What follows belongs to an exercise in optimizing a design on an open flow for small area; a production flow would make more cautious choices. Where RTL was checked, it was by simulation tests only, not by an equivalence proof against the original. No activity file was given, so power comes from the tool's default toggle rates.

Design track_formatter, start of the top module:
module track_formatter (
  input  wire        clk,
  input  wire        rst,
  input  wire        cmd_valid,
  input  wire [7:0]  cmd_sc,
  input  wire [7:0]  cmd_n,
  input  wire [7:0]  cmd_fill,
  input  wire        wprot,
  input  wire        stop,
  input  wire        mfm,
  input  wire [7:0]  gap,
  input  wire [7:0]  gap2,
  input  wire [7:0]  sid_c,
  input  wire [7:0]  sid_h,
  input  wire [7:0]  sid_r,
  input  wire [7:0]  sid_n,
  input  wire        poll,
  input  wire        index,
  input  wire        phys_ok,
  output wire        busy,
  output reg         wr_valid,
  output reg         wr_bit,
  output wire        id_req,
  output reg         done,
  output wire [3:0]  done_code
);
  localparam [1:0] S_IDLE = 2'b00;
  localparam [1:0] S_SNF  = 2'b01;
  localparam [1:0] S_SPIN = 2'b10;
  localparam [1:0] S_FMT  = 2'b11;
  localparam [3:0] PH_GAP0      = 4'd0;
  localparam [3:0] PH_SYNC      = 4'd1;
  localparam [3:0] PH_IAM       = 4'd2;
  localparam [3:0] PH_GAP1      = 4'd3;
  localparam [3:0] PH_ID_SYNC   = 4'd4;
  localparam [3:0] PH_IDAM      = 4'd5;
  localparam [3:0] PH_ID        = 4'd6;
  localparam [3:0] PH_ID_CRC    = 4'd7;
  localparam [3:0] PH_GAP2      = 4'd8;
  localparam [3:0] PH_DATA_SYNC = 4'd9;
  localparam [3:0] PH_DATAAM    = 4'd10;
  localparam [3:0] PH_DATA      = 4'd11;
  localparam [3:0] PH_DATA_CRC  = 4'd12;
  localparam [3:0] PH_GAP3      = 4'd13;
  localparam [3:0] PH_GAP4      = 4'd15;
  reg [1:0]  state;
  reg        ic;             
  reg [7:0]  rem;            
  reg [3:0]  fmt_n;
  reg [7:0]  fmt_fill;
  reg [3:0]  phase;
  ...
Size in the first run: about 440 cells after synthesis, about 92 flip-flops, ~4200 um^2 of cells after synthesis.
Settings: LEC_CHECK=0, CAP_MARGIN=20, CORE_MARGIN=2, CORE_UTILIZATION=30, PLACE_DENSITY=0.45, SLEW_MARGIN=20; clock period 30.0 ns.
standard.sh (not shown) runs the stock make flow with config.mk's settings and CLKGATE_MAP_FILE= SYNTH_SCRIPT=/design/flow/synth_recipe.tcl, a recipe that flattens the netlist after the stock synthesis.
==> flow/flow/run.sh <==
#!/bin/bash
# The standard ORFS layout (the standard.sh), with these changes:
#  - synthesis maps the logic with ABC script flow/abc_area.script (an area-oriented
#    script) instead of ORFS's speed script, and leaves adders to ABC instead of mapping
#    them to adder cells first; everything else in synthesis is unchanged;
#  - every port still gets a buffer, of the smallest buffer cell;
#  - clock tree synthesis uses small clock buffers and no dummy loads.
# Each tool's full output goes to the ORFS logs under orfs/logs; make's own output goes to
# standard_flow.log.
set -euo pipefail
W=$(pwd)
ABC_SCRIPT=$W/flow/abc_area.script
# ORFS's synth.tcl with only the ABC script changed
sed "s#log_cmd abc {\*}\$abc_args#log_cmd abc -script $ABC_SCRIPT {*}[lrange \$abc_args 2 end]#" \
  "$FLOW_HOME/scripts/synth.tcl" > "$W/own_synth_body.tcl"
grep -q "log_cmd abc -script $ABC_SCRIPT" "$W/own_synth_body.tcl"
sed "s#source \$::env(SCRIPTS_DIR)/synth.tcl#source $W/own_synth_body.tcl#" synth_recipe.tcl > "$W/own_synth.tcl"
grep -q "own_synth_body.tcl" "$W/own_synth.tcl"
sed "s#$W/synth_recipe.tcl#$W/own_synth.tcl#" standard.sh > "$W/own_standard.sh"
grep -q "own_synth.tcl" "$W/own_standard.sh"
export ADDER_MAP_FILE=
export BUFFER_PORTS_ARGS="-buffer_cell sky130_fd_sc_hd__buf_1"
export CTS_ARGS="-sink_clustering_enable -repair_clock_nets -dont_use_dummy_load -sink_clustering_size 30 -sink_clustering_max_diameter 200 -buf_list sky130_fd_sc_hd__clkbuf_8 -root_buf sky130_fd_sc_hd__clkbuf_8"
bash "$W/own_standard.sh" > standard_flow.log 2>&1
==> flow/flow/abc_area.script <==
strash
&get -n
&deepsyn -T 10
&put
dch -f
amap
strash
dch -f
amap
topo
dnsize -c
Change:
--- a/flow/flow/run.sh
+++ b/flow/flow/run.sh
@@ -23 +23 @@
-export CTS_ARGS="-sink_clustering_enable -repair_clock_nets -dont_use_dummy_load -sink_clustering_size 30 -sink_clustering_max_diameter 200 -buf_list sky130_fd_sc_hd__clkbuf_8 -root_buf sky130_fd_sc_hd__clkbuf_8"
+export CTS_ARGS="-sink_clustering_enable -repair_clock_nets -dont_use_dummy_load -sink_clustering_size 10 -sink_clustering_max_diameter 60 -buf_list sky130_fd_sc_hd__clkbuf_4 -root_buf sky130_fd_sc_hd__clkbuf_8"
CORE_UTILIZATION = 60   (was 30)
PLACE_DENSITY = 0.7   (was 0.45)
Core utilization came out higher by 35 points.
Power came out lower slightly.
Final area came out lower by a few percent.
Global-route usage came out higher by 11 points.
Sequential cell count stays the same.
Change:
--- a/flow/flow/run.sh
+++ b/flow/flow/run.sh
@@ -23 +23 @@
-export CTS_ARGS="-sink_clustering_enable -repair_clock_nets -dont_use_dummy_load -sink_clustering_size 10 -sink_clustering_max_diameter 60 -buf_list sky130_fd_sc_hd__clkbuf_4 -root_buf sky130_fd_sc_hd__clkbuf_8"
+export CTS_ARGS="-sink_clustering_enable -repair_clock_nets -dont_use_dummy_load -sink_clustering_size 30 -sink_clustering_max_diameter 150 -buf_list sky130_fd_sc_hd__clkbuf_4 -root_buf sky130_fd_sc_hd__clkbuf_8"
CORE_UTILIZATION = 30   (was 60)
PLACE_DENSITY = 0.45   (was 0.7)
=> Total power goes up by 1.4%; via count shrinks by 2.6%; routed wire length goes up by 14%; clock skew shrinks by 0.0048 ns; worst setup slack is better by 0.11 ns; first-iteration DRC count came out lower by 47%; cell count rose by 13%; global-route usage drops by 11 points; synthesized cell count is unchanged.
Change:
--- a/flow/flow/run.sh
+++ b/flow/flow/run.sh
@@ -23 +23 @@
-export CTS_ARGS="-sink_clustering_enable -repair_clock_nets -dont_use_dummy_load -sink_clustering_size 30 -sink_clustering_max_diameter 150 -buf_list sky130_fd_sc_hd__clkbuf_4 -root_buf sky130_fd_sc_hd__clkbuf_8"
+export CTS_ARGS="-sink_clustering_enable -repair_clock_nets -dont_use_dummy_load -buf_list sky130_fd_sc_hd__clkbuf_16 -root_buf sky130_fd_sc_hd__clkbuf_16"
Outcome: Wire length climbs slightly. Via count increases slightly. Worst setup slack got worse by 0.062 ns. Non-clock buffer count does not change. Clock power increases by well over a third. Combinational power barely changes. Die area stays the same. Clock skew fell by 0.0096 ns. Cell area went up by a few percent. Hold slack barely changes.
Function was not checked in any run of this note: the RTL went through the layout flow alone.

---

Another version of the RTL of track_formatter (not shown whole).
Size in the first run: roughly 430 cells after synthesis, roughly 4100 um2 of cells after synthesis.
==> flow/config.mk <==
export PLATFORM = sky130hd
export DESIGN_NAME = track_formatter
export DESIGN_NICKNAME = track_formatter
export VERILOG_FILES = /design/flow/design.v
export SDC_FILE = /design/flow/constraint.sdc
export NUM_CORES = 4
export LEC_CHECK = 0
export CAP_MARGIN = 0
export CORE_MARGIN = 2
export CORE_UTILIZATION = 30
export PLACE_DENSITY = 0.45
export SLEW_MARGIN = 0
==> flow/constraint.sdc <==
create_clock -name core_clock -period 30.0 [get_ports {clk}]
set_input_delay 6.0000 -clock core_clock [delete_from_list [all_inputs] [get_ports {clk}]]
set_output_delay 6.0000 -clock core_clock [all_outputs]
set_load 0.01 [all_outputs]
==> flow/flow/run.sh <==
#!/bin/bash
# The standard ORFS layout (the standard.sh), with these changes:
#  - synthesis maps the logic with each of the area-oriented ABC scripts flow/abc_*.script
#    and keeps the smallest result (flow/multi_abc.tcl), instead of ORFS's speed script;
#    adders are left to ABC instead of being mapped to adder cells first, and no buffers
#    are added for outputs that share a net (each port gets its own buffer in placement
#    anyway); everything else in synthesis is unchanged;
#  - every port still gets a buffer, of the smallest buffer cell;
#  - clock tree synthesis uses no dummy loads and smaller clock buffers.
# Each tool's full output goes to the ORFS logs under orfs/logs; make's own output goes to
# standard_flow.log.
set -euo pipefail
W=$(pwd)
# ORFS's synth.tcl with only the ABC step changed
sed 's#log_cmd abc {\*}$abc_args#own_multi_abc $abc_args $lib_args#' \
  "$FLOW_HOME/scripts/synth.tcl" > "$W/own_synth_body.tcl"
grep -q "own_multi_abc" "$W/own_synth_body.tcl"
{
  echo "source $W/flow/multi_abc.tcl"
  echo "set ::own_abc_scripts [list $(ls "$W"/flow/abc_*.script | tr '\n' ' ')]"
  sed "s#source \$::env(SCRIPTS_DIR)/synth.tcl#source $W/own_synth_body.tcl#" synth_recipe.tcl
} > "$W/own_synth.tcl"
grep -q "own_synth_body.tcl" "$W/own_synth.tcl"
sed "s#$W/synth_recipe.tcl#$W/own_synth.tcl#" standard.sh > "$W/own_standard.sh"
grep -q "own_synth.tcl" "$W/own_standard.sh"
export ADDER_MAP_FILE=
export SYNTH_INSBUF=0
export BUFFER_PORTS_ARGS="-buffer_cell sky130_fd_sc_hd__buf_1"
export CTS_ARGS="-sink_clustering_enable -repair_clock_nets -dont_use_dummy_load -sink_clustering_size 10 -sink_clustering_max_diameter 60 -buf_list sky130_fd_sc_hd__clkbuf_4 -root_buf sky130_fd_sc_hd__clkbuf_8"
bash "$W/own_standard.sh" > standard_flow.log 2>&1
Other scripts of this flow, unchanged in this note and not shown: flow/flow/abc_1.script, flow/flow/abc_2.script, flow/flow/abc_3.script, flow/flow/abc_4.script, flow/flow/multi_abc.tcl
Then changed:
- CAP_MARGIN: 0 -> 20
- GPL_TIMING_DRIVEN: not set -> 0
- SLEW_MARGIN: 0 -> 20
Outcome: Routed wire length fell by 1.0%; area after synthesis is unchanged; clock power climbs by about 1%.
Then changed:
- GPL_TIMING_DRIVEN: 0 -> not set
After rerunning: Worst setup slack gains 0.70 ns; via count falls slightly; die area does not change; design area stays flat.

---

track_formatter again, from the RTL that the note above started with.
==> flow/config.mk <==
export PLATFORM = sky130hd
export DESIGN_NAME = track_formatter
export DESIGN_NICKNAME = track_formatter
export VERILOG_FILES = /design/flow/design.v
export SDC_FILE = /design/flow/constraint.sdc
export NUM_CORES = 4
export LEC_CHECK = 0
export CAP_MARGIN = 20
export CORE_MARGIN = 2
export CORE_UTILIZATION = 30
export PLACE_DENSITY = 0.45
export SLEW_MARGIN = 20
==> flow/constraint.sdc <==
create_clock -name core_clock -period 30.0 [get_ports {clk}]
set_input_delay 6.0000 -clock core_clock [delete_from_list [all_inputs] [get_ports {clk}]]
set_output_delay 6.0000 -clock core_clock [all_outputs]
set_load 0.01 [all_outputs]
==> flow/flow/run.sh <==
#!/bin/bash
# The standard ORFS layout (the standard.sh), with these changes:
#  - synthesis maps the logic with ABC script flow/abc_area.script (an area-oriented
#    script) instead of ORFS's speed script, and leaves adders to ABC instead of mapping
#    them to adder cells first; everything else in synthesis is unchanged;
#  - every port still gets a buffer, of the smallest buffer cell;
#  - clock tree synthesis uses small clock buffers and no dummy loads.
# Each tool's full output goes to the ORFS logs under orfs/logs; make's own output goes to
# standard_flow.log.
set -euo pipefail
W=$(pwd)
ABC_SCRIPT=$W/flow/abc_area.script
# ORFS's synth.tcl with only the ABC script changed
sed "s#log_cmd abc {\*}\$abc_args#log_cmd abc -script $ABC_SCRIPT {*}[lrange \$abc_args 2 end]#" \
  "$FLOW_HOME/scripts/synth.tcl" > "$W/own_synth_body.tcl"
grep -q "log_cmd abc -script $ABC_SCRIPT" "$W/own_synth_body.tcl"
sed "s#source \$::env(SCRIPTS_DIR)/synth.tcl#source $W/own_synth_body.tcl#" synth_recipe.tcl > "$W/own_synth.tcl"
grep -q "own_synth_body.tcl" "$W/own_synth.tcl"
sed "s#$W/synth_recipe.tcl#$W/own_synth.tcl#" standard.sh > "$W/own_standard.sh"
grep -q "own_synth.tcl" "$W/own_standard.sh"
export ADDER_MAP_FILE=
export SYNTH_INSBUF=0
export BUFFER_PORTS_ARGS="-buffer_cell sky130_fd_sc_hd__buf_1"
export CTS_ARGS="-sink_clustering_enable -repair_clock_nets -dont_use_dummy_load -sink_clustering_size 10 -sink_clustering_max_diameter 60 -buf_list sky130_fd_sc_hd__clkbuf_4 -root_buf sky130_fd_sc_hd__clkbuf_8"
bash "$W/own_standard.sh" > standard_flow.log 2>&1
Scripts as last shown in full above: flow/flow/abc_area.script
The baseline finished with timing, DRC and antenna clean.
Next try:
--- a/flow/flow/run.sh
+++ b/flow/flow/run.sh
@@ -20,5 +20,4 @@
 grep -q "own_synth.tcl" "$W/own_standard.sh"
 export ADDER_MAP_FILE=
-export SYNTH_INSBUF=0
 export BUFFER_PORTS_ARGS="-buffer_cell sky130_fd_sc_hd__buf_1"
 export CTS_ARGS="-sink_clustering_enable -repair_clock_nets -dont_use_dummy_load -sink_clustering_size 10 -sink_clustering_max_diameter 60 -buf_list sky130_fd_sc_hd__clkbuf_4 -root_buf sky130_fd_sc_hd__clkbuf_8"
Effect: Non-clock buffer count is unchanged. Hold slack is worse by 0.011 ns. Final area stays flat. Count of clock-buffer cells in the layout does not change. Clock skew went up by 0.0040 ns. Sequential share of layout area is about the same. Power stays flat. Wire length went up by 1.1%. Setup slack is better by 0.13 ns.

==> re-timing with driven ports <==
The flow's constraints put no driver on any port. The routed layouts listed below were extracted and timed again, unchanged, in two steps. Step 1, drivers: a clkbuf_16 drives clk and a buf_2 each remaining input, both assumed. Step 2, shift: input delay + t, output delay - t, t = (earliest + latest rising clock arrival at the registers) / 2. This alone moves slack from input paths to output paths. Slacks: no drivers / after step 1 / after step 2; pairs: no drivers / after step 1.
run | t (ns) | slack for setup (ns) | worst setup path at the end | clock arrival spread, ns | slew at the worst register clock pin (ns)
the first run of note 1 | 0.398 | 17.439 / 17.450 / 17.052 | input to register | 0.028 / 0.028 | 0.09 / 0.09
the second run of note 1 | 0.382 | 17.327 / 17.339 / 16.957 | input to register | 0.033 / 0.033 | 0.10 / 0.10
the third run of note 1 | 0.398 | 17.439 / 17.450 / 17.052 | input to register | 0.028 / 0.028 | 0.09 / 0.09
the fourth run of note 1 | 0.378 | 17.377 / 17.393 / 17.016 | input to register | 0.019 / 0.019 | 0.07 / 0.07
the first run of note 2 | 0.393 | 17.188 / 17.199 / 16.807 | input to register | 0.025 / 0.025 | 0.09 / 0.09
the second run of note 2 | 0.396 | 16.492 / 16.501 / 16.105 | input to register | 0.025 / 0.024 | 0.09 / 0.09
the third run of note 2 | 0.393 | 17.188 / 17.199 / 16.807 | input to register | 0.025 / 0.025 | 0.09 / 0.09
the first run of note 3 | 0.397 | 18.353 / 18.360 / 17.963 | input to register | 0.024 / 0.024 | 0.09 / 0.09
the second run of note 3 | 0.386 | 18.485 / 18.493 / 18.107 | input to register | 0.028 / 0.028 | 0.09 / 0.09
After both steps every run listed still meets setup and hold. The setup slack of the first run of note 3, which loses most, moves by +0.007 ns with the drivers and by -0.390 ns with both steps.
